This is an optimization exercise on Yosys and OpenROAD, whose aim is small area and few clock cycles, not a production implementation. Only simulation tests tie the RTL to the original design; equivalence was not proved. No activity file was given, so power comes from the tool's default toggle rates.

// mtfd
module mtfd (
    input  wire        clk,
    input  wire        rst,
    input  wire        abort,
    input  wire        arm,
    input  wire        rx_fault,
    input  wire        rx_valid,
    input  wire        tick,
    input  wire [7:0]  rx_data,
    input  wire [31:0] timeout_load,
    input  wire [7:0]  pay_addr,
    output wire        ready,
    output wire [2:0]  st,
    output wire        busy,
    output wire        done,
    output wire        frame_valid,
    output wire [3:0]  flags,
    output wire [7:0]  r_len,
    output wire [15:0] r_cmd,
    output wire [7:0]  r_fcs,
    output wire [1:0]  r_class,
    output wire [7:0]  pay_data,
    output wire [31:0] budget,
    output wire        v_valid,
    output wire        v_malformed,
    output wire [7:0]  v_transport_rev,
    output wire [7:0]  v_product_id,
    output wire [7:0]  v_major,
    output wire [7:0]  v_minor,
    output wire [7:0]  v_patch,
    output wire [15:0] v_build_rev,
    output wire [1:0]  v_chip,
    output wire [1:0]  v_compat
);
    localparam [7:0] START_BYTE = 8'hFE;
    localparam [7:0] LEN_MAX_RX = 8'd250;
    localparam integer DEPTH = 253;
    localparam [2:0] S_IDLE = 3'd0, S_AWAIT = 3'd1, S_SUCCESS = 3'd2,
                     S_TIMEOUT = 3'd3, S_PERR = 3'd4;
    localparam integer F_SKIP = 0, F_CSERR = 1, F_LENERR = 2, F_TRAIL = 3;
    reg [2:0]          st_q;
    reg [7:0]          blen_q;     
    reg [7:0]          rp_q;       
    reg [7:0]          acc_q;      
    reg [3:0]          flags_q;
    reg [31:0]         budget_q;
    reg                tick_pend_q;  
    reg [7:0]          len_q;      
    reg [15:0]         cmd_q;      
    reg [8*7-1:0]      vp_q;       
    reg [3:0]          cf_q;       
    reg [7:0]          fe_q;       
    reg                fev_q;      
    reg [7:0]          snap_q;     
    reg [7:0]          lenb_q;     
    reg                bdone_q;    
    reg                fbv_q;      
    reg [1:0]          bpf_q;      
    reg [8*DEPTH-1:0]  buf_q;
    assign busy        = (st_q == S_AWAIT);
    assign frame_valid = (st_q == S_SUCCESS);
    assign done        = (st_q == S_SUCCESS) || (st_q == S_TIMEOUT) ||
                         (st_q == S_PERR);
    wire replaying = busy && (rp_q != blen_q);
    wire need_fill = frame_valid && (cf_q <= 4'd10) &&
  ...
Size: roughly 5000 cells after synthesis, about 2200 flip-flops, about 200 I/O pins.
Settings: LEC_CHECK=0, CAP_MARGIN=20, CORE_MARGIN=2, CORE_UTILIZATION=68, CTS_BUF_LIST=sky130_fd_sc_hd__clkbuf_8, CTS_CLUSTER_DIAMETER=80, CTS_CLUSTER_SIZE=15, PLACE_DENSITY=0.8, SLEW_MARGIN=20; clock period 12.0 ns.
run.sh (not shown) runs the stock make flow with config.mk's settings and CLKGATE_MAP_FILE= SYNTH_SCRIPT=/design/flow/synth_recipe.tcl, a recipe that flattens the netlist after the stock synthesis.
The first run passed the timing, DRC and antenna checks.
Testbench counts at the start, summed over its fixed seeds: cycles 25,086.
Next try:
- CORE_UTILIZATION: 68 -> 55
- PLACE_DENSITY: 0.8 -> 0.7
Setup slack gains 0.15 ns.
Total power grows slightly.
Global-route usage shrinks by 6.1 points.
Cell area grows slightly.
Fmax grows slightly.
Sequential power hardly moves.
Next try:
- CORE_UTILIZATION: 55 -> 40
- PLACE_DENSITY: 0.7 -> 0.6
- register-to-register slack improved by 0.19 ns
- sequential cell count does not change
- via count is higher by 0.43%
- first-iteration DRC count shrinks by 7.4%
- routed wire length climbs by 4.8%
- utilization goes down by 16 points
Next try:
==> flow/flow/run.sh (new file) <==
#!/bin/bash
# The standard layout (the standard.sh: ORFS with the standard synthesis),
# with two changes:
#  - the port buffers are buf_1 cells instead of ORFS's default choice;
#  - CTS inserts no dummy loads (same clustering as config.mk sets).
set -euo pipefail
export BUFFER_PORTS_ARGS="-buffer_cell sky130_fd_sc_hd__buf_1"
export CTS_ARGS="-sink_clustering_enable -repair_clock_nets -buf_list sky130_fd_sc_hd__clkbuf_8 -sink_clustering_size 15 -sink_clustering_max_diameter 80 -dont_use_dummy_load"
bash standard.sh > standard_flow.log 2>&1
==> flow/standard.sh (new file) <==
#!/bin/bash
# synth_recipe.tcl (not shown) runs the flow's synth.tcl, then flattens the netlist and writes it again
# the make line also repeats each setting of config.mk as NAME=value (left out here)
make -C /OpenROAD-flow-scripts/flow DESIGN_CONFIG=/design/flow/config.mk WORK_HOME=/design/flow/orfs CLKGATE_MAP_FILE= SYNTH_SCRIPT=/design/flow/synth_recipe.tcl "${@:-finish}"
- CORE_UTILIZATION: 40 -> 55
- PLACE_DENSITY: 0.6 -> 0.7
removed: flow/run.sh
Register-to-register slack gets worse by 0.17 ns.
Via count increases by 0.33%.
Wire length is lower by 4.7%.
Total power falls by 4.9%.
Clock-buffer cell count drops by 10.
Global-route usage grows by 5.9 points.
Fmax drops by 1.5%.
Sequential share of layout area climbs by 2.5 points.
Design area is lower by 3.7%.

## oak
Another version of the RTL of mtfd (not shown whole).
Size: ~200 I/O pins, about 75,000 sq um of cells after synthesis.
clock: 12.0 ns
lec_check: 0
cap_margin: 20
core_margin: 2
core_utilization: 70
cts_buf_list: sky130_fd_sc_hd__clkbuf_8
cts_cluster_diameter: 60
cts_cluster_size: 18
place_density: 0.8
slew_margin: 20
standard.sh (not shown) runs the stock make flow with config.mk's settings and CLKGATE_MAP_FILE= SYNTH_SCRIPT=/design/flow/synth_recipe.tcl, a recipe that flattens the netlist after the stock synthesis.
==> flow/flow/run.sh <==
#!/bin/bash
# The standard layout (the standard.sh: ORFS with the standard synthesis),
# with two changes:
#  - the port buffers are buf_1 cells instead of ORFS's default choice;
#  - CTS inserts no dummy loads (same clustering as config.mk sets).
set -euo pipefail
export BUFFER_PORTS_ARGS="-buffer_cell sky130_fd_sc_hd__buf_1"
export CTS_ARGS="-sink_clustering_enable -repair_clock_nets -buf_list sky130_fd_sc_hd__clkbuf_8 -sink_clustering_size 18 -sink_clustering_max_diameter 60 -dont_use_dummy_load"
bash standard.sh > standard_flow.log 2>&1
Testbench counts of oak, summed over its fixed seeds: cycles 25,212.
Here is what was changed in the inputs of pine compared with oak.
Settings: CORE_UTILIZATION now 55, was 70; CTS_CLUSTER_DIAMETER now 80, was 60; PLACE_DENSITY now 0.7, was 0.8; CTS_CLUSTER_SIZE now 15, was 18.
==> flow/run.sh (new file) <==
#!/bin/bash
# synth_recipe.tcl (not shown) runs the flow's synth.tcl, then flattens the netlist and writes it again
# the make line also repeats each setting of config.mk as NAME=value (left out here)
make -C /OpenROAD-flow-scripts/flow DESIGN_CONFIG=/design/flow/config.mk WORK_HOME=/design/flow/orfs CLKGATE_MAP_FILE= SYNTH_SCRIPT=/design/flow/synth_recipe.tcl finish
removed: flow/flow/run.sh
removed: flow/standard.sh
--- outcome ---
Looking at oak and pine, the distinct cell type count after synthesis is a wash.
Routed length per instance ended up 12% lower on pine than on oak.
Status: fmax parity (oak, pine)
Measured against each other, oak and pine differ in initial antenna violation count, the higher figure coming from pine.
What birch does differently from pine at the input level:
Settings: CORE_UTILIZATION: 55 -> 62; PLACE_DENSITY: 0.7 -> 0.75.
==> flow/flow/run.sh (new file) <==
#!/bin/bash
# The standard layout (the standard.sh: ORFS with the standard synthesis),
# with two changes:
#  - the port buffers are buf_1 cells instead of ORFS's default choice;
#  - CTS inserts no dummy loads (same clustering as config.mk sets).
set -euo pipefail
export BUFFER_PORTS_ARGS="-buffer_cell sky130_fd_sc_hd__buf_1"
export CTS_ARGS="-sink_clustering_enable -repair_clock_nets -buf_list sky130_fd_sc_hd__clkbuf_8 -sink_clustering_size 15 -sink_clustering_max_diameter 80 -dont_use_dummy_load"
bash standard.sh > standard_flow.log 2>&1
==> flow/standard.sh (new file) <==
#!/bin/bash
# synth_recipe.tcl (not shown) runs the flow's synth.tcl, then flattens the netlist and writes it again
# the make line also repeats each setting of config.mk as NAME=value (left out here)
make -C /OpenROAD-flow-scripts/flow DESIGN_CONFIG=/design/flow/config.mk WORK_HOME=/design/flow/orfs CLKGATE_MAP_FILE= SYNTH_SCRIPT=/design/flow/synth_recipe.tcl "${@:-finish}"
removed: flow/run.sh
Findings:
pine and birch all finish clean.
As far as post-route fraction of the period consumed by the critical path is concerned, pine and birch perform about the same.
Going from pine to birch, the summed area of non-filler cells in the final layout was found to have gone down by about 3.6%.
birch gives more critical path depth than pine did.
Compared birch vs pine, and routed wire length is down in birch.
Relative to pine, power decreased by 4.3% in birch.
Compared with pine, met1 wire length in birch decreased by a few percent.
Hold slack delta for birch relative to pine: 0.0032 ns lower
birch: relative area change from synthesis to final layout is 4.0 points lower than what pine reported.
Between pine and birch, the number of ordinary and repair buffers in the finished layout is higher for pine.

-- separate check: timing with driven ports --
Ports are ideal in the flow. The routed layouts listed here were re-timed in OpenROAD.
Step 1: set_driving_cell puts a clkbuf_16 on clk and a buf_2 on each other input, an assumption about the parent block.
Step 2 moves the port delays by t, midway between the first and last clock arrival at a register: inputs arrive t later, outputs are due t later. That takes back most of the time a late clock gives input paths.
a / b / c = ideal ports / drivers / drivers and shift; a / b = the first two.
run	shift t [ns]	setup slack, ns	worst slew at a driven data input, ns
the first run of note 1	0.978	0.447 / 0.447 / -0.151	0.07
the second run of note 1	0.990	0.599 / 0.599 / -0.095	0.06
the third run of note 1	1.038	0.792 / 0.792 / -0.099	0.06
the fourth run of note 1	0.976	0.620 / 0.620 / 0.092	0.06
oak	0.915	0.508 / 0.508 / -0.260	0.17
pine	1.012	0.539 / 0.581 / -0.431	0.14
birch	0.950	0.537 / 0.537 / -0.115	0.14
Met with ideal ports but missed after step 2: setup timing in 6 of these runs. For pine, which loses most, drivers alone change the setup slack by +0.042 ns; drivers and shift together by -0.970 ns.
